This design comes from an exercise in tuning for small area on the open sky130 flow, not from production work.
Function was checked by simulation only, so behaviour that the tests miss may differ from the original.
Power is estimated from default activity; no workload was simulated.

[flow/constraint.sdc]
create_clock -name core_clock -period 10.0 [get_ports {clk}]
set_input_delay 2.0000 -clock core_clock [delete_from_list [all_inputs] [get_ports {clk}]]
set_output_delay 2.0000 -clock core_clock [all_outputs]
set_load 0.01 [all_outputs]
[flow/config.mk]
export PLATFORM = sky130hd
export DESIGN_NAME = umps_chardev
export DESIGN_NICKNAME = umps_chardev
export VERILOG_FILES = /design/flow/design.v
export SDC_FILE = /design/flow/constraint.sdc
export NUM_CORES = 4
export LEC_CHECK = 0
export CAP_MARGIN = 20
export CORE_MARGIN = 2
export CORE_UTILIZATION = 55
export CTS_BUF_LIST = sky130_fd_sc_hd__clkbuf_8
export CTS_CLUSTER_DIAMETER = 70
export CTS_CLUSTER_SIZE = 15
export PLACE_DENSITY = 0.75
export SLEW_MARGIN = 20
[flow/flow/run.sh]
#!/bin/bash
set -euo pipefail
bash standard.sh finish "BUFFER_PORTS_ARGS=-buffer_cell sky130_fd_sc_hd__buf_1" > flow_make.log 2>&1
[flow/design.v]
module umps_chardev (
    input  wire        clk,
    input  wire        rst,           
    input  wire [7:0]  clock_rate,    
    input  wire        tick,          
    input  wire        req_valid,
    input  wire        req_write,
    input  wire [7:0]  req_addr,      
    input  wire [31:0] req_wdata,
    output reg         rvalid,
    output reg  [31:0] rdata,
    input  wire [15:0] working,       
    input  wire [7:0]  rx_valid,      
    input  wire [63:0] rx_data,
    output wire [7:0]  rx_ready,
    output reg  [7:0]  prn_valid,     
    output wire [63:0] prn_data,
    output reg  [7:0]  tx_valid,      
    output wire [63:0] tx_data,
    output wire [4:0]  ip             
);
    wire       do_write = req_valid & req_write;
    wire       do_read  = req_valid & ~req_write;
    wire       hit_prn  = req_addr[7:5] == 3'b011;    
    wire       hit_term = req_addr[7:5] == 3'b100;    
    wire [2:0] dev      = req_addr[4:2];
    wire [1:0] idx      = req_addr[1:0];
    wire [7:0] opcode   = req_wdata[7:0];
    wire       op_reset = opcode == 8'd0;
    wire       op_ack   = opcode == 8'd1;
    wire       op_char  = opcode == 8'd2;
    wire [31:0] wbus = rst ? 32'd0 : req_wdata;
    reg [63:0] tod;
    always @(posedge clk) begin
        if (rst)
            tod <= 64'd0;
        else
            tod <= tod + {63'd0, tick};
    end
    wire [16:0] now = tod[16:0];
    wire [16:0] cr      = {9'd0, clock_rate};
    wire [16:0] lat80   = cr * 17'd80;
    reg  [16:0] lat_m1;
    always @(*) begin
        case ({hit_term, op_char})
            2'b00:   lat_m1 = cr * 17'd40  - 17'd1;    
            2'b01:   lat_m1 = cr * 17'd8   - 17'd1;    
            2'b10:   lat_m1 = cr * 17'd400 - 17'd1;    
            default: lat_m1 = lat80        - 17'd1;    
        endcase
    end
    wire [16:0] dl_new   = now + lat_m1;    
    wire [16:0] dl_retry = now + lat80;     
    function [3:0] opdec;                   
        input [7:0] op;
        reg z;
        begin
            z = ~|op[7:2];
            opdec = {~z | (op[1] & op[0]), z & op[1] & ~op[0],
                     z & ~op[1] & op[0], z & ~op[1] & ~op[0]};
        end
    endfunction
    function pend_of;
        input [3:0] d;
        input       busy;
        input       e;
        pend_of = ~busy & ~d[1] & ~(d[0] & e);
    endfunction
    reg  [31:0] p_cmd   [0:7];
    reg  [31:0] p_data0 [0:7];
    reg  [16:0] p_dl    [0:7];
    reg  [7:0]  p_busy;
    wire [7:0]  pend6;
    wire [2:0]  p_code  [0:7];
    reg  [31:0] t_rcmd  [0:7];
    reg  [31:0] t_tcmd  [0:7];
    reg  [16:0] t_rdl   [0:7];    
    reg  [16:0] t_tdl   [0:7];
    reg  [7:0]  t_rbusy;
    reg  [7:0]  t_tbusy;
    reg  [7:0]  t_rxfull;
    reg  [7:0]  t_rxbyte [0:7];
    wire [7:0]  pend7;
    wire [15:0] r_stat  [0:7];
    wire [15:0] x_stat  [0:7];
    wire [7:0]  x_byte;           
    assign ip       = {|pend7, |pend6, 3'b000};
    assign rx_ready = ~t_rxfull;
    wire op_busy = op_reset | op_char;    
    genvar g;
    generate
        for (g = 0; g < 8; g = g + 1) begin : dv
            wire [3:0] pd   = opdec(p_cmd[g][7:0]);
            wire p_sel  = do_write & hit_prn & (dev == g) & ~p_busy[g];
            wire p_wcmd = p_sel & (idx == 2'd1);
            wire p_wdat = p_sel & (idx == 2'd2);
            wire p_done = tick & p_busy[g] & (now == p_dl[g]);
            wire p_char = p_cmd[g][1];      
            wire p_e    = p_dl[g][16];      
            assign prn_data[8*g +: 8] = p_data0[g][7:0];
            assign pend6[g]  = pend_of(pd, p_busy[g], p_e);
            assign p_code[g] = p_busy[g] ? 3'd3 :
                               pd[3]     ? 3'd2 :
                               (pd[2] & p_e) ? 3'd4 : 3'd1;
            always @(posedge clk) begin
                if (rst | p_wcmd) p_cmd[g]   <= wbus;
                if (rst | p_wdat) p_data0[g] <= wbus;
                if (p_wcmd)       p_dl[g]     <= dl_new;
                else if (p_done)  p_dl[g][16] <= p_char & ~working[g];
                if (rst)          p_dl[g][16] <= 1'b1;
            end
            always @(posedge clk) begin
                if (rst) begin
                    p_busy[g]    <= 1'b0;
                    prn_valid[g] <= 1'b0;
                end else begin
                    prn_valid[g] <= p_done & p_char & working[g];
                    if (p_wcmd)
                        p_busy[g] <= op_busy;
                    else if (p_done)
                        p_busy[g] <= 1'b0;
                end
            end
            wire [3:0] rd_ = opdec(t_rcmd[g][7:0]);
            wire r_wcmd = do_write & hit_term & (dev == g) & (idx == 2'd1) & ~t_rbusy[g];
            wire r_due  = tick & t_rbusy[g] & (now == t_rdl[g]);
            wire r_char = t_rcmd[g][1];
            wire r_retry = r_due & r_char & ~t_rxfull[g];
            wire r_take  = r_due & r_char & t_rxfull[g] & working[8+g];
            wire r_e     = t_rdl[g][16];
            assign pend7[g] = pend_of(rd_, t_rbusy[g], r_e) |
                              pend_of(opdec(t_tcmd[g][7:0]), t_tbusy[g], t_tdl[g][16]);
            assign r_stat[g] = t_rbusy[g] ? 16'd3 :
                               rd_[3]     ? 16'd2 :
                               rd_[2]     ? (r_e ? 16'd4 : {t_rdl[g][7:0], 8'd5}) :
                                            16'd1;
            always @(posedge clk) begin
                if (rst | r_wcmd) t_rcmd[g] <= wbus;
                if (r_wcmd)       t_rdl[g]  <= dl_new;
                else if (r_retry) t_rdl[g]  <= dl_retry;
                else if (r_due)   t_rdl[g]  <= {r_char & ~working[8+g], t_rdl[g][15:8], t_rxbyte[g]};
                if (rst)          t_rdl[g][16] <= 1'b1;
            end
            always @(posedge clk) begin
                if (rst)
                    t_rbusy[g] <= 1'b0;
                else if (r_wcmd)
                    t_rbusy[g] <= op_busy;
                else if (r_due & ~r_retry)
                    t_rbusy[g] <= 1'b0;
            end
            always @(posedge clk) begin
                if (rst)
                    t_rxfull[g] <= 1'b0;
                else if (r_take)
                    t_rxfull[g] <= 1'b0;
                else if (rx_valid[g])
                    t_rxfull[g] <= 1'b1;
                if (rx_valid[g] & ~t_rxfull[g])
                    t_rxbyte[g] <= rx_data[8*g +: 8];
            end
            wire [3:0] xd   = opdec(t_tcmd[g][7:0]);
            wire x_wcmd = do_write & hit_term & (dev == g) & (idx == 2'd3) & ~t_tbusy[g];
            wire x_done = tick & t_tbusy[g] & (now == t_tdl[g]);
            wire x_char = t_tcmd[g][1];
            wire x_e    = t_tdl[g][16];
            assign tx_data[8*g +: 8] = t_tcmd[g][15:8];
            assign x_byte[g] = ~t_tbusy[g] & xd[2];
            assign x_stat[g] = t_tbusy[g] ? 16'd3 :
                               xd[3]      ? 16'd2 :
                               xd[2]      ? {t_tcmd[g][15:8], 5'd0, 2'b10, ~x_e} :
                                            16'd1;
            always @(posedge clk) begin
                if (rst | x_wcmd) t_tcmd[g] <= wbus;
                if (x_wcmd)       t_tdl[g]     <= dl_new;
                else if (x_done)  t_tdl[g][16] <= x_char & ~working[8+g];
                if (rst)          t_tdl[g][16] <= 1'b1;
            end
            always @(posedge clk) begin
                if (rst) begin
                    t_tbusy[g]  <= 1'b0;
                    tx_valid[g] <= 1'b0;
                end else begin
                    tx_valid[g] <= x_done & x_char & working[8+g];
                    if (x_wcmd)
                        t_tbusy[g] <= op_busy;
                    else if (x_done)
                        t_tbusy[g] <= 1'b0;
                end
            end
        end
    endgenerate
    wire [7:0] dsel;
    assign dsel = 8'd1 << dev;
    wire [3:0] isel;
    assign isel = 4'd1 << idx;
    reg [31:0] rd_mux;
    integer k;
    always @(*) begin
        rd_mux = 32'd0;
        for (k = 0; k < 8; k = k + 1) begin
            rd_mux = rd_mux
                | ({32{hit_prn  & dsel[k] & isel[0]}} & {29'd0, p_code[k]})
                | ({32{hit_prn  & dsel[k] & isel[1]}} & p_cmd[k])
                | ({32{hit_prn  & dsel[k] & isel[2]}} & p_data0[k])
                | ({32{hit_term & dsel[k] & isel[0]}} & {16'd0, r_stat[k]})
                | ({32{hit_term & dsel[k] & isel[1]}} & t_rcmd[k])
                | ({32{hit_term & dsel[k] & isel[2]}} & {29'd0, x_stat[k][2:0]})
                | ({32{hit_term & dsel[k] & isel[3]}} & t_tcmd[k])
                | ({32{hit_term & dsel[k] & isel[2] & x_byte[k]}} & {16'd0, t_tcmd[k][15:8], 8'd0});
        end
        rd_mux = rd_mux
            | ({32{req_addr == 8'd160}} & tod[31:0])
            | ({32{req_addr == 8'd161}} & tod[63:32])
            | ({32{req_addr == 8'd165}} & {24'd0, pend6})
            | ({32{req_addr == 8'd166}} & {24'd0, pend7});
    end
    always @(posedge clk) begin
        rvalid <= do_read & ~rst;
        rdata  <= rd_mux;
    end
endmodule
[flow/standard.sh]
#!/bin/bash
# synth_recipe.tcl (not shown) runs the flow's synth.tcl, then flattens the netlist and writes it again
# the make line also repeats each setting of config.mk as NAME=value (left out here)
make -C /OpenROAD-flow-scripts/flow DESIGN_CONFIG=/design/flow/config.mk WORK_HOME=/design/flow/orfs CLKGATE_MAP_FILE= SYNTH_SCRIPT=/design/flow/synth_recipe.tcl "${@:-finish}"
==> results.yml, run 1 <==
status:
  outcome: "no timing/DRC/antenna violations"
timing:
  relSlewSlack_pct: 12.5
  period_minus_slack_ns: 7.42
  holdWs_ns: 0.457
  rsz0062_at_grt: "false"
  finalHoldViolCount: 0
  setup-violations-final: 0
  tightest_slew_ns: 1.30
  timing.fmax_ghz: 0.135
  period_share_pct: 74.2
  fin_skew_ns: 0.0948
  finalSetupTns_ns: 0
  slew_violations: 0
clock_network:
  cts_buffers: 136
  cts.path.max_buffers: 3
  post_cts.repair.setup_buffers: 0
  clkTransAtPathRegs_ns: 0.10
  hold_buffers: 0
  numClockSinks: 1641
  post_cts_resized: 0
  cts-root-buf: "clkbuf_8"
  cts_tree: "yes"
  worstSkewPairLatency_ns: 0.96
  htreeDepth: 4
die:
  die_w_um: 361
  die-area_um2: 131000
  start_util_pct: 55.3
  num_rows: 131
  die_h_um: 361
  io_pins: 331
  core-area_um2: 127000
synthesis:
  ys_async_sr_fraction_pct: 0
  synthesis.area_um2: 70300
  yosys_most_used_dff: "edfxtp_1"
  syn_inst: 5109
  ys_seq_area_share_pct: 67.7
  ys_types: 85
  synth_seq_cells: 1641
  synth_edf_count: 1472
  syn_avg_cell_area_um2: 13.8
  yosys_warnings: 9
worst_setup_path:
  path_buf_inv: 5
  r2r-start: "tod[0]"
  worst_setup_path_end_kind: "flop"
  crit_chain: "buf_1 -> inv_1 -> ha_1 -> ha_1 -> inv_1 -> fa_1 -> inv_1 -> ha_1 -> nor2b_1 -> o22ai_1 -> xnor2_1 -> nor4_1 -> xnor2_1 -> o22ai_1 -> a21oi_1 -> ha_1 -> nand3_1 -> nand2_1 -> a41o_1 -> nor2_1 -> xor2_1 -> inv_1"
  max_stage_delay_ns: 0.84
  cp_data_arrival_time_ns: 7.95
  critical_path.slowest_cell: "xor2_1"
  cp-start-kind: "input pin"
  path_max_fanout: 16
  path_class: "in -> reg"
  cp-startpoint: "clock_rate[3]"
  crit_family: "adder cells"
  cp.required_ns: 10.54
final_layout:
  syn_to_final_growth_pct: 7.95
  final_cell_mix: "edfxtp_1 (1472), buf_1 (326), xnor2_1 (315)"
  layoutNonFillerInstCount: 7123
  final_area_um2: 75900
  num-fill-cells: 9872
  final_nets: 5562
  drive_gt1_share_pct: 8.97
  final_common_cell: "edfxtp_1"
global_route:
  grt_start_max_net_pins: 63
  grt_pass1_wl_mm: 366
  antenna_found_initial: 20
  grt_pass1_vias: 47892
  overflow: 0
  globalRouteTotalUtil_pct: 40.3
pwr:
  p_leak_nw: 25.4
  p_int_mw: 9.56
  power_switching_mw: 3.38
  irDropWorstVdd_mv: 0.165
  seq_power_share_pct: 62.9
  switching_share_pct: 26.1
  combPwrFrac_pct: 8.3
  power_frac_clock_pct: 28.8
  total_power_mw: 12.9
  power.density_cell_area_nw_per_um2: 171
placed_design:
  gp_congestion: 1.05
  dp.cells: 6861
  place_area_um2: 73200
  port_buffers: 327
  dp_hpwl_mm: 172
routing:
  drtAntennaViolNets: 0
  wl_mm: 269
  drtIter0Drc: 10069
  routed_via_density: 7.17
  wire_per_inst_um: 37.7
  drc: 0
  num_vias: 51074
  detailedRoute.firstPassIterationCount: 6
min_path:
  holdCritPathClass: "reg -> reg"
  hold_start: "p_cmd[7][24]"
job:
  cap_violations: 0
cells in the mapped netlist (30+ instances only):
cell	n	area (um2)
nor4_1	96	601
a22oi_1	269	2020
o221ai_1	37	324
dfxtp_1	169	3380
nor2_1	291	1090
inv_1	89	334
a221oi_1	129	1130
buf_1	42	158
xor2_1	193	1690
o21ai_0	85	425
ha_1	77	963
nor2b_1	59	369
xnor2_1	316	2770
buf_4	131	983
nor3_1	104	521
nand3_1	102	510
nand4_1	172	1080
a21oi_1	117	586
o22ai_1	90	563
a222oi_1	52	521
edfxtp_1	1472	44200
or2_2	30	188
nand2_1	295	1110
clkbuf_1	206	773
a22o_1	125	1090
power groups by stage:
stage	registers, mW	logic (mW)	clock network, mW
6_report	8.14	1.08	3.73
5_1_grt	8.16	1.11	3.94
4_1_cts	8.12	1.03	3.71
3_5_place_dp	8.28	1.03	0
3_3_place_gp	8.27	1.02	0
2_1_floorplan	8.18	0.573	0
layout make-up:
class	count	area [um2]	share of cell area [%]
Sequential cell	1641	47600	62.8
Multi-Input combinational cell	2995	20900	27.6
Timing Repair Buffer	475	2350	3.10
Tap cell	1662	2080	2.74
Clock buffer	141	1940	2.56
Clock inverter	108	613	0.808
Inverter	90	338	0.445
Antenna cell	11	27.5	0.0363
worst paths after layout:
check,endpoint,slack (ns),cells after the start
max,p_dl[2][14],2.58,22
min,rdata[24],0.46,2
max reg2reg,p_dl[2][14],4.70,11
min reg2reg,rdata[24],0.46,2
layer usage:
layer / GRT usage (%) / routed length [um] / vias up
met1: 52.4 / 92500 / 25136
met4: 22.8 / 17900 / 16
met3: 13.0 / 40700 / 987
met5: 0 / 112 / -
met2: 59.9 / 117000 / 4677
li1: - / - / 20258
sequential cells by signal, indices dropped and copies added, names as in the netlist, 64 cells and up:
name and cells:
t_rdl 136, p_dl 136, tod 64, t_tcmd 256, p_data0 256, t_rxbyte 64, t_rcmd 256, t_tdl 136
p_cmd 256
worst min-delay path: cells and delay by family, from the launching register on:
kind             cells  cell delay [ns]
AO/OA/AOI/OAI        1             0.06
flip-flops           1             0.33
AND/OR/NAND/NOR      1             0.06
stage by stage:
step	setup WS, ns	utilization, %
floorplan	3.16	-
global placement	1.82	57.5
detailed placement	1.82	57.6
CTS	2.85	59.6
global route	2.27	59.6
finish	2.58	59.6
kinds of logic after synthesis:
logic type                 share of synthesized area (%)
DFF                                                 67.7
and+or+nand+nor                                     9.72
AOI/OAI and AO/OA                                   11.3
xor gates and xnor gates                            6.37
buffers and inverters                               3.26
adders and majority gates                           1.51
muxes                                              0.134
other                                            0.00534
==> run 2: changes to the inputs <==
--- a/flow/config.mk
+++ b/flow/config.mk
@@ -10,6 +10,6 @@
 export CORE_UTILIZATION = 55
 export CTS_BUF_LIST = sky130_fd_sc_hd__clkbuf_8
 export CTS_CLUSTER_DIAMETER = 70
-export CTS_CLUSTER_SIZE = 15
+export CTS_CLUSTER_SIZE = 16
 export PLACE_DENSITY = 0.75
 export SLEW_MARGIN = 20
==> run 2 against run 1 <==
Clock skew decreased by 0.020 ns. Sequential cell count unchanged. Cell area barely moved. Global-route usage barely moved. First-iteration DRC count shrank 1.6%. Critical path type unchanged. Clock power about the same. Combinational power about the same. Worst hold slack better by 0.026 ns. Die area unchanged. Still clean on timing, DRC and antenna. Fmax about the same. Highest routed layer unchanged. Sequential share of layout area is essentially flat.
==> results.yml, run 2 <==
die:
  num_rows: 131
  die-area_um2: 131000
  core-area_um2: 127000
  start_util_pct: 55.3
  die_w_um: 361
  io_pins: 331
  die_h_um: 361
pwr:
  power.density_cell_area_nw_per_um2: 171
  p_leak_nw: 25.3
  irDropWorstVdd_mv: 0.149
synthesis:
  synth_area_leaders: "edfxtp_1 (63%), dfxtp_1 (4.8%), xnor2_1 (3.9%), a22oi_1 (2.9%), xor2_1 (2.4%)"
  yosys_most_used_dff: "edfxtp_1"
  synthesis.area_um2: 70300
  yosysTopAreaCellShare_pct: 62.9
  syn_avg_cell_area_um2: 13.8
  ys_async_sr_fraction_pct: 0
  synth_edf_count: 1472
  syn_inst: 5109
  yosysMostFrequentCell: "edfxtp_1"
  synth_seq_cells: 1641
  yosys_warnings: 9
  ys_types: 85
  ys_seq_area_share_pct: 67.7
  yosys.area.top_type: "edfxtp_1"
  synth_common_cells: "edfxtp_1 (1472), xnor2_1 (316), nand2_1 (295)"
final_layout:
  final_cell_mix: "edfxtp_1 (1472), buf_1 (326), xnor2_1 (315)"
  final_nets: 5558
  syn_to_final_growth_pct: 7.96
  drive_gt1_share_pct: 9.07
  final_common_cell: "edfxtp_1"
worst_setup_path:
  r2r-start: "tod[0]"
  worst_setup_path_end_kind: "flop"
  path_max_fanout: 16
  path_class: "in -> reg"
  cp-startpoint: "clock_rate[3]"
  max_stage_delay_ns: 0.79
  cp-start-kind: "input pin"
  cp.required_ns: 10.50
  critical_path.slowest_cell: "xor2_1"
  cp_data_arrival_time_ns: 7.92
  crit_chain: "buf_1 -> inv_1 -> ha_1 -> ha_1 -> inv_1 -> fa_1 -> inv_1 -> ha_1 -> nor2b_1 -> o22ai_1 -> xnor2_1 -> nor4_1 -> xnor2_1 -> o22ai_1 -> a21oi_1 -> ha_1 -> nand3_1 -> nand2_1 -> a41o_1 -> nor2_1 -> xor2_1 -> inv_1"
routing:
  drc: 0
  num_vias: 50831
  wire_per_inst_um: 37.7
  drtAntennaViolNets: 0
  drtIter0Drc: 9908
  routed_via_density: 7.15
  wl_mm: 268
  detailedRoute.firstPassIterationCount: 9
global_route:
  antenna_found_initial: 17
  grt_pass1_wl_mm: 366
  grt_pass1_vias: 48062
  overflow: 0
  globalRouteTotalUtil_pct: 40.3
  grt_start_max_net_pins: 63
clock_network:
  htreeDepth: 4
  hold_buffers: 0
  clkTransAtPathRegs_ns: 0.10
  cts_tree: "yes"
  cts_buffers: 130
  cts.path.max_buffers: 3
  post_cts_resized: 0
  post_cts.repair.setup_buffers: 0
  worstSkewPairLatency_ns: 0.95
  cts-root-buf: "clkbuf_8"
  numClockSinks: 1641
status:
  outcome: "no timing/DRC/antenna violations"
timing:
  period_share_pct: 74.2
  slew_violations: 0
  setup-violations-final: 0
  period_minus_slack_ns: 7.42
  fin_skew_ns: 0.0745
  rsz0062_at_grt: "false"
  finalHoldViolCount: 0
  timing.fmax_ghz: 0.135
  finalSetupTns_ns: 0
  tightest_slew_ns: 1.24
  holdWs_ns: 0.483
  relSlewSlack_pct: 17.3
min_path:
  holdCritPathClass: "reg -> reg"
  hold_start: "p_cmd[7][24]"
placed_design:
  gp_congestion: 1.05
  dp_hpwl_mm: 172
  port_buffers: 327
job:
  cap_violations: 0
[run 2: cell count changes in the layout (fill, tap and decap cells not counted), sizes merged]
cell      change
inv          -17
clkbuf        -4
clkinvlp      +4
bufinv        +3
buf           +2
clkinv        -2
diode         +1
[run 2: layer usage]
metal  global-route usage, %  up-vias  wire length, um
met4                    22.0       16            17300
li1                        -    20228                -
met2                    60.2     4632           118000
met1                    51.6    24989            91800
met3                    13.9      966            40900
met5                    1.11        -              300
[run 2: worst paths after layout]
check | end | slack [ns] | cells after the start
setup / recovery | t_tdl[6][14] | 2.58 | 22
hold / removal | rdata[24] | 0.48 | 2
setup reg to reg | t_tdl[6][14] | 4.68 | 11
hold reg to reg | rdata[24] | 0.48 | 2
[run 2: cell families (layout without fill, tap and decap cells)]
| family | count (synthesis) | in the layout | synth area share (%) |
|---|---|---|---|
| multiplexers | 8 | 8 | 0.134 |
| AND/OR/NAND/NOR | 1329 | 1329 | 9.72 |
| XOR/XNOR | 510 | 510 | 6.37 |
| AO/OA/AOI/OAI | 1063 | 1063 | 11.3 |
| buffers and inverters | 475 | 800 | 3.26 |
| flip-flops | 1641 | 1641 | 67.7 |
| adder cells (fa/ha/maj) | 82 | 82 | 1.51 |
| other | 1 | 15 | 0.00534 |
[run 2: metrics by stage]
step	cell area, um2	utilization, %	worst slack, ns	cells	total power, mW
global route	75800	59.6	2.26	7100	13.2
finish	75900	59.6	2.58	7110	12.9
CTS	75700	59.5	2.81	7094	12.9
floorplan	70300	-	3.16	5111	8.75
detailed placement	73200	57.6	1.82	6861	9.31
global placement	73200	57.5	1.82	6860	9.28
[run 2: layout make-up]
type	instances	area, um2
fillers	9848	51300
inverters	90	338
repair buffers	477	2390
well taps	1662	2080
clock buffers	137	1890
diodes	12	30.0
multi-input cells	2995	20900
clock inverters	96	624
flip-flops and latches	1641	47600
[run 2: worst max-delay path: cells and delay by family]
family | cells | cell delay [ns]
AO/OA/AOI/OAI | 4 | 0.64
XOR/XNOR | 3 | 1.14
adder cells (fa/ha/maj) | 5 | 1.78
buffers and inverters | 5 | 1.30
AND/OR/NAND/NOR | 5 | 1.03
[run 2: power breakdown]
part	internal, mW	switching (mW)	total (mW)
registers	7.93	0.214	8.14
logic	0.248	0.829	1.08
clock network	1.42	2.30	3.72
==> run 3: changes to the inputs <==
--- a/flow/config.mk
+++ b/flow/config.mk
@@ -5,11 +5,11 @@
 export SDC_FILE = /design/flow/constraint.sdc
 export NUM_CORES = 4
 export LEC_CHECK = 0
-export CAP_MARGIN = 20
+export CAP_MARGIN = 10
 export CORE_MARGIN = 2
 export CORE_UTILIZATION = 55
 export CTS_BUF_LIST = sky130_fd_sc_hd__clkbuf_8
 export CTS_CLUSTER_DIAMETER = 70
-export CTS_CLUSTER_SIZE = 16
+export CTS_CLUSTER_SIZE = 15
 export PLACE_DENSITY = 0.75
 export SLEW_MARGIN = 20
==> run 3 against run 2 <==
Largest cell class unchanged. Synthesized cell count did not move. First-iteration DRC count fell by 0.71%. Combinational power barely moved. Sequential power barely moved. Still clean on timing, DRC and antenna. Fmax rose by 1.2%. Core utilization barely moved. Clock-buffer cell count rose by 2. Via count rose by 0.18%.
==> results.yml, run 3 <==
synthesis:
  yosys_warnings: 9
  yosysTopAreaCellShare_pct: 62.9
  synthesis.area_um2: 70300
  ys_seq_area_share_pct: 67.7
  syn_avg_cell_area_um2: 13.8
  yosysMostFrequentCell: "edfxtp_1"
  syn_inst: 5109
  ys_types: 85
  synth_seq_cells: 1641
  ys_async_sr_fraction_pct: 0
  synth_area_leaders: "edfxtp_1 (63%), dfxtp_1 (4.8%), xnor2_1 (3.9%), a22oi_1 (2.9%), xor2_1 (2.4%)"
  synth_edf_count: 1472
  yosys_most_used_dff: "edfxtp_1"
  yosys.area.top_type: "edfxtp_1"
  synth_common_cells: "edfxtp_1 (1472), xnor2_1 (316), nand2_1 (295)"
global_route:
  overflow: 0
  grt_pass1_vias: 48264
  grt_start_max_net_pins: 63
  antenna_found_initial: 27
  globalRouteTotalUtil_pct: 40.3
  grt_pass1_wl_mm: 366
min_path:
  holdCritPathClass: "reg -> reg"
routing:
  wl_mm: 268
  routed_via_density: 7.16
  drtAntennaViolNets: 0
  drtIter0Drc: 9838
  num_vias: 50921
  drc: 0
  detailedRoute.firstPassIterationCount: 8
  wire_per_inst_um: 37.7
status:
  outcome: "no timing/DRC/antenna violations"
final_layout:
  final_nets: 5557
  syn_to_final_growth_pct: 7.87
  multi_input_comb_area_um2: 20900
  utilization_pct: 59.6
  final_cell_mix: "edfxtp_1 (1472), buf_1 (326), xnor2_1 (315)"
  regArea_um2: 47600
  drive_gt1_share_pct: 8.90
  final_area_um2: 75800
  final_common_cell: "edfxtp_1"
  num-fill-cells: 9741
clock_network:
  post_cts_resized: 0
  post_cts.repair.setup_buffers: 0
  clkTransAtPathRegs_ns: 0.09
  worstSkewPairLatency_ns: 0.98
  cts-root-buf: "clkbuf_8"
  htreeDepth: 4
  cts_buffers: 134
  numClockSinks: 1641
  hold_buffers: 0
  cts_tree: "yes"
  cts.path.max_buffers: 3
timing:
  finalSetupTns_ns: 0
  relSlewSlack_pct: 14.4
  tightest_slew_ns: 1.28
  finalHoldViolCount: 0
  fin_skew_ns: 0.0790
  slew_violations: 0
  layout_setup_ws_ns: 2.67
  period_share_pct: 73.3
  period_minus_slack_ns: 7.33
  timing.fmax_ghz: 0.136
  rsz0062_at_grt: "false"
  setup-violations-final: 0
die:
  num_rows: 131
  core-area_um2: 127000
  io_pins: 331
  die_w_um: 361
  die_h_um: 361
  start_util_pct: 55.3
  die-area_um2: 131000
worst_setup_path:
  cp_data_arrival_time_ns: 7.85
  path_max_fanout: 16
  cp-start-kind: "input pin"
  max_stage_delay_ns: 0.81
  path_class: "in -> reg"
  crit_chain: "buf_1 -> inv_1 -> ha_1 -> ha_1 -> inv_1 -> fa_1 -> inv_1 -> ha_1 -> nor2b_1 -> o22ai_1 -> xnor2_1 -> nor4_1 -> xnor2_1 -> o22ai_1 -> a21oi_1 -> ha_1 -> nand3_1 -> nand2_1 -> a41o_1 -> nor2_1 -> xor2_1 -> inv_1"
  cp.required_ns: 10.52
  critical_path.slowest_cell: "xor2_1"
  worst_setup_path_end_kind: "flop"
placed_design:
  pre_cts_slack_ns: 1.84
  port_buffers: 327
  gp_congestion: 1.05
  place_area_um2: 73200
  dp_hpwl_mm: 171
job:
  cap_violations: 0
pwr:
  total_power_mw: 12.9
  p_leak_nw: 25.3
  power.density_cell_area_nw_per_um2: 170
  irDropWorstVdd_mv: 0.149
## run 3: cell counts after synthesis
Identical to the previous run, type by type.
## run 3: metal layers
layer  up-vias  global-route usage, %  part of all wire (%)
met4        32                   23.4                   6.7
met2      4539                   59.6                    44
met1     25091                   51.5                    34
met3      1033                   13.9                    15
met5         -                   1.74                  0.19
li1      20226                      -                     -
## run 3: layout make-up
cell class                 count  area share [%]
antenna                       12          0.0396
clock buffer                 139            2.52
clock inverter               102           0.774
inverter                      90           0.446
multi-input combinational   2995            27.6
sequential                  1641            62.8
tap                         1662            2.74
timing repair buffer         472            3.06
## run 3: kinds of logic (layout without fill, tap and decap cells)
| kind of cell | Yosys count | after routing | share of synthesized area (%) |
|---|---|---|---|
| adders and majority gates | 82 | 82 | 1.51 |
| and+or+nand+nor | 1329 | 1329 | 9.72 |
| DFF | 1641 | 1641 | 67.7 |
| other | 1 | 15 | 0.00534 |
| buffers and inverters | 475 | 803 | 3.26 |
| muxes | 8 | 8 | 0.134 |
| xor gates and xnor gates | 510 | 510 | 6.37 |
| AOI/OAI and AO/OA | 1063 | 1063 | 11.3 |
## run 3: through the flow
step                std cells  hold WS (ns)
floorplan                5111         0.431
global placement         6860         0.451
detailed placement       6860         0.444
CTS                      7101         0.472
global route             7102         0.502
finish                   7113         0.476
## run 3: path summary, 6_finish.rpt
check / startpoint / cells past startpoint / slack (ns) / endpoint
worst max register to register: tod[0] / 11 / 4.66 / t_tdl[3][14]
worst min-delay path: p_cmd[7][21] / 2 / 0.48 / rdata[21]
worst min register to register: p_cmd[7][21] / 2 / 0.48 / rdata[21]
worst max-delay path: clock_rate[3] / 22 / 2.67 / t_tdl[3][14]
## run 3: critical path: cells and delay by family
kind                       cells  cell delay (ns)
buffers and inverters          5             1.27
xor gates and xnor gates       3             1.20
AOI/OAI and AO/OA              4             0.65
and+or+nand+nor                5             1.01
adders and majority gates      5             1.70
## run 3: power by group
part / internal, mW / leakage [nW] / switching, mW
Clock: 1.37 / 1.54 / 2.33
Sequential: 7.93 / 15.3 / 0.214
Combinational: 0.243 / 8.43 / 0.827
==> run 4: changes to the inputs <==
--- a/flow/design.v
+++ b/flow/design.v
@@ -30,27 +30,44 @@
     wire       op_ack   = opcode == 8'd1;
     wire       op_char  = opcode == 8'd2;
     wire [31:0] wbus = rst ? 32'd0 : req_wdata;
-    reg [63:0] tod;
+    function [16:0] radd;
+        input [16:0] a;
+        input [16:0] b;
+        input        ci;
+        integer n;
+        reg c;
+        begin
+            c = ci;
+            for (n = 0; n < 17; n = n + 1) begin
+                radd[n] = a[n] ^ b[n] ^ c;
+                c = (a[n] & b[n]) | (c & (a[n] ^ b[n]));
+            end
+        end
+    endfunction
+    reg  [63:0] tod;
     always @(posedge clk) begin
         if (rst)
             tod <= 64'd0;
         else
             tod <= tod + {63'd0, tick};
     end
-    wire [16:0] now = tod[16:0];
-    wire [16:0] cr      = {9'd0, clock_rate};
-    wire [16:0] lat80   = cr * 17'd80;
-    reg  [16:0] lat_m1;
+    wire [16:0] now  = tod[16:0];
+    wire [16:0] cr   = {9'd0, clock_rate};
+    wire [16:0] cr5  = radd(cr,  {cr[14:0],  2'b00}, 1'b0);    
+    wire [16:0] cr25 = radd(cr5, {cr5[14:0], 2'b00}, 1'b0);    
+    reg  [16:0] lat_x;             
     always @(*) begin
         case ({hit_term, op_char})
-            2'b00:   lat_m1 = cr * 17'd40  - 17'd1;    
-            2'b01:   lat_m1 = cr * 17'd8   - 17'd1;    
-            2'b10:   lat_m1 = cr * 17'd400 - 17'd1;    
-            default: lat_m1 = lat80        - 17'd1;    
+            2'b00:   lat_x = cr5;                    
+            2'b01:   lat_x = cr;                     
+            2'b10:   lat_x = {cr25[15:0], 1'b0};     
+            default: lat_x = {cr5[15:0], 1'b0};      
         endcase
     end
-    wire [16:0] dl_new   = now + lat_m1;    
-    wire [16:0] dl_retry = now + lat80;     
+    wire [16:0] dl_hi    = radd({3'd0, now[16:3]}, lat_x + 17'h1ffff, |now[2:0]);
+    wire [16:0] dl_new   = {dl_hi[13:0], now[2:0] - 3'd1};
+    wire [16:0] rt_hi    = radd({4'd0, now[16:4]}, cr5, 1'b0);
+    wire [16:0] dl_retry = {rt_hi[12:0], now[3:0]};
     function [3:0] opdec;                   
         input [7:0] op;
         reg z;
@@ -83,7 +100,6 @@
     wire [7:0]  pend7;
     wire [15:0] r_stat  [0:7];
     wire [15:0] x_stat  [0:7];
-    wire [7:0]  x_byte;           
     assign ip       = {|pend7, |pend6, 3'b000};
     assign rx_ready = ~t_rxfull;
     wire op_busy = op_reset | op_char;    
@@ -165,7 +181,6 @@
             wire x_char = t_tcmd[g][1];
             wire x_e    = t_tdl[g][16];
             assign tx_data[8*g +: 8] = t_tcmd[g][15:8];
-            assign x_byte[g] = ~t_tbusy[g] & xd[2];
             assign x_stat[g] = t_tbusy[g] ? 16'd3 :
                                xd[3]      ? 16'd2 :
                                xd[2]      ? {t_tcmd[g][15:8], 5'd0, 2'b10, ~x_e} :
@@ -205,9 +220,8 @@
                 | ({32{hit_prn  & dsel[k] & isel[2]}} & p_data0[k])
                 | ({32{hit_term & dsel[k] & isel[0]}} & {16'd0, r_stat[k]})
                 | ({32{hit_term & dsel[k] & isel[1]}} & t_rcmd[k])
-                | ({32{hit_term & dsel[k] & isel[2]}} & {29'd0, x_stat[k][2:0]})
-                | ({32{hit_term & dsel[k] & isel[3]}} & t_tcmd[k])
-                | ({32{hit_term & dsel[k] & isel[2] & x_byte[k]}} & {16'd0, t_tcmd[k][15:8], 8'd0});
+                | ({32{hit_term & dsel[k] & isel[2]}} & {16'd0, x_stat[k]})
+                | ({32{hit_term & dsel[k] & isel[3]}} & t_tcmd[k]);
         end
         rd_mux = rd_mux
             | ({32{req_addr == 8'd160}} & tod[31:0])
==> flow/config.mk (replaced) <==
export PLATFORM = sky130hd
export DESIGN_NAME = umps_chardev
export DESIGN_NICKNAME = umps_chardev
export VERILOG_FILES = /design/flow/design.v
export SDC_FILE = /design/flow/constraint.sdc
export NUM_CORES = 4
export LEC_CHECK = 0
export CAP_MARGIN = 20
export CORE_MARGIN = 2
export CORE_UTILIZATION = 40
export CTS_BUF_LIST = sky130_fd_sc_hd__clkbuf_8
export CTS_CLUSTER_DIAMETER = 60
export CTS_CLUSTER_SIZE = 14
export SLEW_MARGIN = 20
==> run 4 against run 3 <==
Still clean on timing, DRC and antenna. Worst hold slack gained 0.031 ns. Cell count grew 11%. Core utilization shrank 15 points. Wire length grew 16%. Area after synthesis grew 0.37%. Clock-buffer cell count grew 22. Sequential cell count is the same. Cell area grew 3.1%. Combinational power is essentially flat. Critical path type unchanged.
==> results.yml, run 4 <==
final_layout:
  drive_gt1_share_pct: 12.0
  syn_to_final_growth_pct: 10.8
  layoutNonFillerInstCount: 7863
  final_nets: 5572
  final_cell_mix: "edfxtp_1 (1472), a22oi_1 (419), buf_1 (324)"
  final_area_um2: 78200
  final_common_cell: "edfxtp_1"
routing:
  detailedRoute.firstPassIterationCount: 6
  wire_per_inst_um: 39.5
  routed_via_density: 6.46
  drtIter0Drc: 8548
  drc: 0
  wl_mm: 311
  num_vias: 50783
  drtAntennaViolNets: 0
synthesis:
  yosys.area.top_type: "edfxtp_1"
  syn_avg_cell_area_um2: 13.9
  synth_edf_count: 1472
  yosysMostFrequentCell: "edfxtp_1"
  synth_seq_cells: 1641
  syn_inst: 5092
  ys_async_sr_fraction_pct: 0
  synth_common_cells: "edfxtp_1 (1472), a22oi_1 (419), xnor2_1 (309)"
  ys_types: 95
  yosys_most_used_dff: "edfxtp_1"
  ys_seq_area_share_pct: 67.5
  yosysTopAreaCellShare_pct: 62.7
  synth_area_leaders: "edfxtp_1 (63%), dfxtp_1 (4.8%), a22oi_1 (4.5%), xnor2_1 (3.8%), xor2_1 (2.0%)"
  synthesis.area_um2: 70500
  yosys_warnings: 9
worst_setup_path:
  cp_common_cell: "fa_1"
  cp_data_arrival_time_ns: 9.94
  cp-start-kind: "input pin"
  path_max_fanout: 16
  worst_setup_path_end_kind: "flop"
  r2r_slack_ns: 1.66
  max_stage_delay_ns: 0.58
  critical_path.slowest_cell: "or3b_1"
  path_class: "in -> reg"
  cp.required_ns: 10.85
  r2r_cells: 25
timing:
  period_minus_slack_ns: 9.09
  period_share_pct: 90.9
  finalHoldViolCount: 0
  rsz0062_at_grt: "false"
  slew_violations: 0
  finalSetupTns_ns: 0
  layout_setup_ws_ns: 0.911
  relSlewSlack_pct: 19.7
  tightest_slew_ns: 1.20
  fin_skew_ns: 0.0672
  setup-violations-final: 0
  timing.fmax_ghz: 0.110
clock_network:
  hold_buffers: 0
  worstSkewPairLatency_ns: 1.02
  numClockSinks: 1641
  cts.path.max_buffers: 3
  clkTransAtPathRegs_ns: 0.08
  cts-root-buf: "clkbuf_8"
  post_cts.repair.setup_buffers: 0
  htreeDepth: 4
  cts_buffers: 156
  post_cts_resized: 0
  cts_tree: "yes"
min_path:
  holdCritPathClass: "reg -> reg"
  holdPathStages: 2
die:
  die_h_um: 424
  die-area_um2: 180000
  core-area_um2: 176000
  num_rows: 154
  io_pins: 331
  die_w_um: 424
  start_util_pct: 40.1
pwr:
  p_leak_nw: 26.0
  total_power_mw: 13.6
  irDropWorstVdd_mv: 0.132
  power.density_cell_area_nw_per_um2: 174
placed_design:
  pre_cts_slack_ns: 0.000297
  port_buffers: 327
  dp.cells: 7564
  dp_hpwl_mm: 203
  gp_congestion: 1.05
  place_area_um2: 74800
global_route:
  grt_start_max_net_pins: 144
  globalRouteTotalUtil_pct: 33.8
  antenna_found_initial: 16
  grt_pass1_wl_mm: 414
  overflow: 0
  grt_pass1_vias: 47959
job:
  cap_violations: 0
status:
  outcome: "no timing/DRC/antenna violations"
run 4: changes by cell type in the layout (fill, tap and decap cells not counted), sizes merged, moves of 33 or more:
| cell | change |
|---|---|
| a221oi | -67 |
| a22o | -59 |
| mux2i | +77 |
| a21oi | -35 |
| o221ai | -33 |
| buf | +82 |
| a22oi | +150 |
| ha | -66 |
run 4: routing by layer:
metal	vias to the layer above	global-route usage, %	share of wire, %
met4	12	20.7	7.3
li1	20192	-	-
met5	-	0	0.029
met2	3858	52.1	45
met1	25849	43.1	36
met3	872	8.06	11
run 4: cell type report:
| cell class | count | area (um2) |
|---|---|---|
| Inverter | 90 | 338 |
| Clock inverter | 127 | 987 |
| Sequential cell | 1641 | 47600 |
| Antenna cell | 10 | 25.0 |
| Clock buffer | 161 | 2220 |
| Multi-Input combinational cell | 2938 | 21100 |
| Timing Repair Buffer | 556 | 3000 |
| Tap cell | 2340 | 2930 |
| Fill cell | 15988 | 97500 |
run 4: cells by family after synthesis:
family,count (synthesis),synth area share (%)
other cells,1,0.00532
buf+inv,515,3.62
xor+xnor,471,5.85
simple gates,1290,9.69
mux,88,1.27
compound gates,1038,10.9
fa+ha+maj,48,1.25
flops,1641,67.5
run 4: report_power, final:
group | internal (mW) | leakage (nW) | total (mW) | switching, mW
sequential | 7.93 | 15.4 | 8.15 | 0.221
combinational | 0.229 | 8.74 | 1.09 | 0.863
clock | 1.77 | 1.88 | 4.36 | 2.59
total | 9.93 | 26.0 | 13.6 | 3.68
run 4: stage by stage:
step | hold WS [ns] | util, %
detailed placement | 0.478 | 42.6
finish | 0.507 | 44.5
global placement | 0.478 | 42.6
global route | 0.557 | 44.5
floorplan | 0.418 | -
CTS | 0.513 | 44.4
run 4: worst max-delay path: cells and delay by family:
family / cells / cell delay (ns)
AO/OA/AOI/OAI: 2 / 0.50
XOR/XNOR: 2 / 0.35
adder cells (fa/ha/maj): 13 / 5.58
buffers and inverters: 4 / 0.53
AND/OR/NAND/NOR: 4 / 0.96
run 4: path summary, 6_finish.rpt:
kind                                      from            to
worst min register to register  p_data0[1][17]     rdata[17]
worst max-delay path               req_addr[5]  t_tdl[5][16]
worst min-delay path            p_data0[1][17]     rdata[17]
worst max register to register          tod[0]  t_tdl[5][16]
==> run 5: changes to the inputs <==
--- a/flow/design.v
+++ b/flow/design.v
@@ -45,13 +45,21 @@
         end
     endfunction
     reg  [63:0] tod;
+    wire [64:0] tc;                
+    wire [63:0] tsum;              
+    assign tc[0] = tick;
+    genvar g;
+    generate
+        for (g = 0; g < 64; g = g + 1) begin : ti
+            assign tsum[g]  = tod[g] ^ tc[g];
+            assign tc[g+1]  = tod[g] & tc[g];
+        end
+    endgenerate
     always @(posedge clk) begin
-        if (rst)
-            tod <= 64'd0;
-        else
-            tod <= tod + {63'd0, tick};
+        tod <= rst ? 64'd0 : tsum;
     end
     wire [16:0] now  = tod[16:0];
+    wire [16:0] next = tsum[16:0];     
     wire [16:0] cr   = {9'd0, clock_rate};
     wire [16:0] cr5  = radd(cr,  {cr[14:0],  2'b00}, 1'b0);    
     wire [16:0] cr25 = radd(cr5, {cr5[14:0], 2'b00}, 1'b0);    
@@ -64,10 +72,10 @@
             default: lat_x = {cr5[15:0], 1'b0};      
         endcase
     end
-    wire [16:0] dl_hi    = radd({3'd0, now[16:3]}, lat_x + 17'h1ffff, |now[2:0]);
-    wire [16:0] dl_new   = {dl_hi[13:0], now[2:0] - 3'd1};
-    wire [16:0] rt_hi    = radd({4'd0, now[16:4]}, cr5, 1'b0);
-    wire [16:0] dl_retry = {rt_hi[12:0], now[3:0]};
+    wire [16:0] dl_hi    = radd({3'd0, now[16:3]}, lat_x, 1'b0);
+    wire [16:0] dl_new   = {dl_hi[13:0], now[2:0]};              
+    wire [16:0] rt_hi    = radd({4'd0, next[16:4]}, cr5, 1'b0);
+    wire [16:0] dl_retry = {rt_hi[12:0], next[3:0]};
     function [3:0] opdec;                   
         input [7:0] op;
         reg z;
@@ -103,14 +111,13 @@
     assign ip       = {|pend7, |pend6, 3'b000};
     assign rx_ready = ~t_rxfull;
     wire op_busy = op_reset | op_char;    
-    genvar g;
     generate
         for (g = 0; g < 8; g = g + 1) begin : dv
             wire [3:0] pd   = opdec(p_cmd[g][7:0]);
             wire p_sel  = do_write & hit_prn & (dev == g) & ~p_busy[g];
             wire p_wcmd = p_sel & (idx == 2'd1);
             wire p_wdat = p_sel & (idx == 2'd2);
-            wire p_done = tick & p_busy[g] & (now == p_dl[g]);
+            wire p_done = tick & p_busy[g] & (next == p_dl[g]);
             wire p_char = p_cmd[g][1];      
             wire p_e    = p_dl[g][16];      
             assign prn_data[8*g +: 8] = p_data0[g][7:0];
@@ -139,7 +146,7 @@
             end
             wire [3:0] rd_ = opdec(t_rcmd[g][7:0]);
             wire r_wcmd = do_write & hit_term & (dev == g) & (idx == 2'd1) & ~t_rbusy[g];
-            wire r_due  = tick & t_rbusy[g] & (now == t_rdl[g]);
+            wire r_due  = tick & t_rbusy[g] & (next == t_rdl[g]);
             wire r_char = t_rcmd[g][1];
             wire r_retry = r_due & r_char & ~t_rxfull[g];
             wire r_take  = r_due & r_char & t_rxfull[g] & working[8+g];
@@ -177,7 +184,7 @@
             end
             wire [3:0] xd   = opdec(t_tcmd[g][7:0]);
             wire x_wcmd = do_write & hit_term & (dev == g) & (idx == 2'd3) & ~t_tbusy[g];
-            wire x_done = tick & t_tbusy[g] & (now == t_tdl[g]);
+            wire x_done = tick & t_tbusy[g] & (next == t_tdl[g]);
             wire x_char = t_tcmd[g][1];
             wire x_e    = t_tdl[g][16];
             assign tx_data[8*g +: 8] = t_tcmd[g][15:8];
==> run 5 against run 4 <==
Now fails the layout checks on setup timing. Critical path depth increased by 41. Area after synthesis shrank 0.26%. Clock power shrank 4%. Largest power group unchanged. Highest routed layer unchanged.
==> results.yml, run 5 <==
min_path:
  hold_end: "rdata[20]"
  hold_start: "p_data0[5][20]"
  holdCritPathClass: "reg -> reg"
  holdPathStages: 2
synthesis:
  syn_inst: 5012
  yosys_warnings: 9
  synth_area_leaders: "edfxtp_1 (63%), dfxtp_1 (4.8%), a22oi_1 (4.1%), xnor2_1 (3.3%), xor2_1 (1.8%)"
  yosysTopAreaCellShare_pct: 62.8
  synthesis.area_um2: 70300
  ys_seq_area_share_pct: 67.6
  syn_avg_cell_area_um2: 14.0
  synth_edf_count: 1472
  synth_seq_cells: 1641
  ys_async_sr_fraction_pct: 0
  synth_common_cells: "edfxtp_1 (1472), a22oi_1 (388), nand2_1 (320)"
  ys_types: 84
  yosys_most_used_dff: "edfxtp_1"
  yosysMostFrequentCell: "edfxtp_1"
  yosys.area.top_type: "edfxtp_1"
final_layout:
  syn_to_final_growth_pct: 11.5
  final_nets: 5528
  final_cell_mix: "edfxtp_1 (1472), a22oi_1 (388), buf_1 (321)"
  drive_gt1_share_pct: 12.5
  final_common_cell: "edfxtp_1"
die:
  io_pins: 331
  start_util_pct: 40.3
  die_w_um: 423
  num_rows: 153
  die-area_um2: 179000
  die_h_um: 423
  core-area_um2: 174000
clock_network:
  cts_buffers: 152
  clkTransAtPathRegs_ns: 0.09
  hold_buffers: 0
  cts.path.max_buffers: 3
  cts_tree: "yes"
  worstSkewPairLatency_ns: 1.03
  htreeDepth: 4
  numClockSinks: 1641
  cts-root-buf: "clkbuf_8"
timing:
  slew_violations: 0
  timing.fmax_ghz: 0.0881
  rsz0062_at_grt: "true"
  finalHoldViolCount: 0
  setup-violations-final: 10
  fin_skew_ns: 0.0762
  period_share_pct: 113
  relSlewSlack_pct: 17.9
  layout_setup_ws_ns: -1.35
  finalSetupTns_ns: -7.77
  tightest_slew_ns: 1.23
  period_minus_slack_ns: 11.35
worst_setup_path:
  max_stage_delay_ns: 0.18
  cp_common_cell: "ha_4"
  path_class: "in -> reg"
  critical_path.slowest_cell: "ha_4"
  path_max_fanout: 2
  r2r_slack_ns: -0.54
  r2r_cells: 65
  cp_data_arrival_time_ns: 12.18
  worst_setup_path_end_kind: "flop"
  r2r-start: "tod[0]"
  cp.required_ns: 10.83
  regToRegEndpoint: "tod[63]"
  cp-startpoint: "tick"
  cp-start-kind: "input pin"
placed_design:
  gp_congestion: 1.02
  port_buffers: 327
  dp_hpwl_mm: 195
pwr:
  total_power_mw: 13.3
  power.density_cell_area_nw_per_um2: 169
  irDropWorstVdd_mv: 0.148
  p_leak_nw: 25.6
global_route:
  gr-max-usage-layer: "met2"
  grt_pass1_wl_mm: 398
  globalRouteTotalUtil_pct: 32.4
  overflow: 0
  antenna_found_initial: 37
  grt_start_max_net_pins: 58
  use_met3_pct: 8.11
  grt_pass1_vias: 47346
  met1_usage_pct: 39.9
  grt_use_met2_pct: 50.9
job:
  cap_violations: 0
routing:
  routed_via_density: 6.43
  drtAntennaViolNets: 0
  wire_per_inst_um: 38.3
  drtIter0Drc: 8575
  wl_mm: 297
  num_vias: 49858
  drc: 0
  detailedRoute.firstPassIterationCount: 9
status:
  violatedChecks: "setup timing"
  outcome: "failed layout checks"
==> run 5: report_power, final <==
| group | internal (mW) | switching (mW) |
|---|---|---|
| registers | 7.90 | 0.229 |
| clock network | 1.68 | 2.52 |
| logic | 0.208 | 0.752 |
==> run 5: critical path, delay by kind of cell <==
| family | cells | cell delay, ns |
|---|---|---|
| buffers and inverters | 1 | 0.13 |
| adder cells (fa/ha/maj) | 63 | 9.77 |
| XOR/XNOR | 1 | 0.12 |
| AND/OR/NAND/NOR | 1 | 0.05 |
==> run 5: cell type report <==
type                            count  area (um2)
Antenna cell                       29        72.6
Clock buffer                      159        2190
Clock inverter                    115         842
Fill cell                       15616       96000
Inverter                           86         323
Multi-Input combinational cell   2857       21600
Sequential cell                  1641       47600
Tap cell                         2325        2910
Timing Repair Buffer              543        2890
==> run 5: worst max-delay path by stage <==
stage | cells past startpoint | to
final | 66 | tod[63]
after global routing | 66 | tod[63]
after CTS | 66 | tod[63]
after detailed placement | 66 | tod[63]
after global placement | 66 | tod[63]
after floorplan | 65 | tod[63]
==> run 5: through the flow <==
stage	instances	worst slack [ns]	util [%]	hold WS [ns]	instance area (um2)
6_report	7755	-1.35	45.0	0.501	78400
2_1_floorplan	5014	-1.80	-	0.423	71100
3_3_place_gp	7450	-2.36	43.1	0.490	75200
3_5_place_dp	7450	-2.39	43.1	0.485	75200
5_1_grt	7738	-1.52	44.9	0.549	78400
4_1_cts	7724	-1.28	44.9	0.511	78300
==> run 5: timing repair <==
| action | in CTS | in global routing |
|---|---|---|
| buffers inserted | 0 | 0 |
| pin swaps | 6 | 0 |
| setup endpoints to repair | 10 | 11 |
| resized for setup | 4 | 0 |
==> run 5: metal layers <==
| metal | routed length (um) | vias to the layer above |
|---|---|---|
| li1 | - | 19936 |
| met2 | 136000 | 3830 |
| met4 | 22100 | 16 |
| met3 | 32200 | 835 |
| met5 | 100 | - |
| met1 | 106000 | 25241 |
==> run 5: cells by family after synthesis <==
logic type	after synthesis	share of synthesized area [%]
mux	68	1.03
xor+xnor	408	5.08
flops	1641	67.6
compound gates	977	10.1
simple gates	1295	10.2
fa+ha+maj	106	2.27
buf+inv	516	3.72
other cells	1	0.00533
==> run 6: changes to the inputs <==
--- a/flow/config.mk
+++ b/flow/config.mk
@@ -7,8 +7,9 @@
 export LEC_CHECK = 0
 export CAP_MARGIN = 20
 export CORE_MARGIN = 2
-export CORE_UTILIZATION = 40
+export CORE_UTILIZATION = 55
 export CTS_BUF_LIST = sky130_fd_sc_hd__clkbuf_8
 export CTS_CLUSTER_DIAMETER = 60
 export CTS_CLUSTER_SIZE = 14
+export PLACE_DENSITY = 0.75
 export SLEW_MARGIN = 20
==> run 6 against run 5 <==
Still fails the layout checks on setup timing. Critical path depth unchanged. Sequential share of layout area is 0.81 points higher. Sequential cell count is the same. Clock-buffer cell count down 6. Register-to-register slack better by 0.04 ns. Synthesized cell count unchanged. Combinational power is 0.5% higher.
==> results.yml, run 6 <==
worst_setup_path:
  cp.required_ns: 10.82
  cp-start-kind: "input pin"
  critical_path.slowest_cell: "ha_4"
  path_max_fanout: 2
  cp_common_cell: "ha_4"
  worst_setup_path_end_kind: "flop"
  max_stage_delay_ns: 0.21
  cp_data_arrival_time_ns: 12.13
  cp-startpoint: "tick"
  r2r-start: "tod[0]"
  r2r_slack_ns: -0.50
  path_class: "in -> reg"
timing:
  finalSetupTns_ns: -7.45
  period_minus_slack_ns: 11.31
  period_share_pct: 113
  finalHoldViolCount: 0
  tightest_slew_ns: 1.27
  fin_skew_ns: 0.0877
  timing.fmax_ghz: 0.0885
  rsz0062_at_grt: "true"
  relSlewSlack_pct: 14.5
  setup-violations-final: 10
  layout_setup_ws_ns: -1.31
  slew_violations: 0
placed_design:
  dp.cells: 6782
  pre_cts_slack_ns: -2.28
  gp_congestion: 1.04
  place_area_um2: 74400
  port_buffers: 327
  dp_hpwl_mm: 186
routing:
  drtIter0Drc: 9150
  wire_per_inst_um: 39.8
  routed_via_density: 7.16
  detailedRoute.firstPassIterationCount: 7
  num_vias: 50665
  drtAntennaViolNets: 0
  drc: 0
  wl_mm: 282
synthesis:
  syn_avg_cell_area_um2: 14.0
  syn_inst: 5012
  yosys_most_used_dff: "edfxtp_1"
  synth_common_cells: "edfxtp_1 (1472), a22oi_1 (388), nand2_1 (320)"
  yosysMostFrequentCell: "edfxtp_1"
  yosysTopAreaCellShare_pct: 62.8
  synth_edf_count: 1472
  ys_async_sr_fraction_pct: 0
  synthesis.area_um2: 70300
  yosys.area.top_type: "edfxtp_1"
  synth_seq_cells: 1641
  synth_area_leaders: "edfxtp_1 (63%), dfxtp_1 (4.8%), a22oi_1 (4.1%), xnor2_1 (3.3%), xor2_1 (1.8%)"
  ys_types: 84
  ys_seq_area_share_pct: 67.6
  yosys_warnings: 9
pwr:
  power.density_cell_area_nw_per_um2: 170
  irDropWorstVdd_mv: 0.186
  p_leak_nw: 25.5
global_route:
  antenna_found_initial: 25
  grt_pass1_wl_mm: 381
  grt_start_max_net_pins: 117
  grt_pass1_vias: 47762
  globalRouteTotalUtil_pct: 42.5
  overflow: 0
clock_network:
  cts_buffers: 150
  cts_tree: "yes"
  cts-root-buf: "clkbuf_8"
  cts.path.max_buffers: 3
  numClockSinks: 1641
  clkTransAtPathRegs_ns: 0.09
  htreeDepth: 4
  worstSkewPairLatency_ns: 0.98
  hold_buffers: 0
die:
  die_w_um: 362
  die_h_um: 362
  core-area_um2: 127000
  die-area_um2: 131000
  start_util_pct: 55.3
  num_rows: 131
  io_pins: 331
final_layout:
  drive_gt1_share_pct: 12.0
  final_nets: 5520
  layoutNonFillerInstCount: 7078
  final_area_um2: 77400
  final_cell_mix: "edfxtp_1 (1472), a22oi_1 (388), buf_1 (321)"
  syn_to_final_growth_pct: 10.0
  utilization_pct: 60.8
  final_common_cell: "edfxtp_1"
status:
  violatedChecks: "setup timing"
  outcome: "failed layout checks"
job:
  cap_violations: 0
min_path:
  hold_start: "p_cmd[6][23]"
  holdCritPathClass: "reg -> reg"
[run 6: changes by cell type in the layout (fill, tap and decap cells not counted), sizes merged, moves of 3 or more]
cell and delta:
inv +10, clkbuf -9, diode -6, clkinv -4, buf -3
[run 6: cell type report]
class	count	area, um2
well taps	1662	2080
flip-flops and latches	1641	47600
diodes	23	57.6
fillers	9751	49800
clock inverters	119	810
multi-input cells	2857	21600
inverters	86	323
clock buffers	153	2110
repair buffers	537	2840
[run 6: logic make-up (layout without fill, tap and decap cells)]
group / Yosys count / after routing / synth area share, %
DFF: 1641 / 1641 / 67.6
and+or+nand+nor: 1295 / 1295 / 10.2
AOI/OAI and AO/OA: 977 / 977 / 10.1
buffers and inverters: 516 / 895 / 3.72
xor gates and xnor gates: 408 / 408 / 5.08
adders and majority gates: 106 / 106 / 2.27
muxes: 68 / 68 / 1.03
other: 1 / 26 / 0.00533
[run 6: path summary, 6_finish.rpt]
check                                 end  cells past startpoint
worst max-delay path              tod[63]                     66
worst min-delay path            rdata[23]                      2
worst max register to register    tod[63]                     65
worst min register to register  rdata[23]                      2
[run 6: report_power, final]
group | switching [mW] | internal [mW]
combinational | 0.757 | 0.209
sequential | 0.223 | 7.90
clock | 2.45 | 1.60
total | 3.43 | 9.71
[run 6: through the flow]
step	power (mW)	hold slack, ns
after floorplan	8.64	0.423
after global placement	9.16	0.473
after detailed placement	9.19	0.473
after CTS	13.1	0.494
after global routing	13.4	0.525
final	13.1	0.492
[run 6: routing by layer]
metal | vias to the layer above | wire (um) | global-route usage (%)
li1 | 19924 | - | -
met1 | 25066 | 96500 | 54.5
met2 | 4635 | 123000 | 62.9
met3 | 1028 | 39700 | 12.6
met4 | 12 | 22500 | 28.2
met5 | - | 77 | 0
[run 6: timing repair]
item / 4_1_cts / 5_1_grt
buffers inserted: 1 / 0
gates cloned: 0 / 0
endpoints found under the hold margin: 0 / 0
setup endpoints to repair: 10 / 11
resized for setup: 1 / 3
pin swaps: 6 / 2
[run 6: critical path, delay by kind of cell]
family,cells,cell delay [ns]
simple gates,1,0.05
fa+ha+maj,63,9.78
buf+inv,1,0.10
xor+xnor,1,0.13

static timing again, ports no longer ideal:
No port has a modelled driver above. Below, the same layouts with a new extraction and two added sets of constraints.
Step 1 assumes that a clkbuf_16 drives the clock port and a buf_2 every other input.
Step 2 moves the port delays by t, midway between the first and last clock arrival at a register: inputs arrive t later, outputs are due t later. That takes back most of the time a late clock gives input paths.
a / b / c = ideal ports / drivers / drivers and shift; a / b = the first two.
run | t (ns) | setup WS [ns] | hold slack, ns | worst data-port slew with drivers (ns)
run 1 | 0.994 | 2.582 / 2.625 / 1.630 | 0.457 / 0.457 / 0.457 | 0.13
run 2 | 0.990 | 2.582 / 2.623 / 1.633 | 0.483 / 0.483 / 0.483 | 0.14
run 3 | 1.016 | 2.669 / 2.708 / 1.692 | 0.476 / 0.476 / 0.476 | 0.14
run 4 | 1.069 | 0.911 / 0.963 / -0.106 | 0.507 / 0.507 / 0.507 | 0.12
run 5 | 1.067 | -1.346 / -1.311 / -2.377 | 0.501 / 0.501 / 0.501 | 0.19
run 6 | 1.025 | -1.305 / -1.264 / -2.289 | 0.492 / 0.492 / 0.492 | 0.11
With both steps, setup timing fails in run 4, where it was met with ideal ports. For run 5, which loses most, drivers alone change the setup slack by +0.035 ns; drivers and shift together by -1.031 ns.
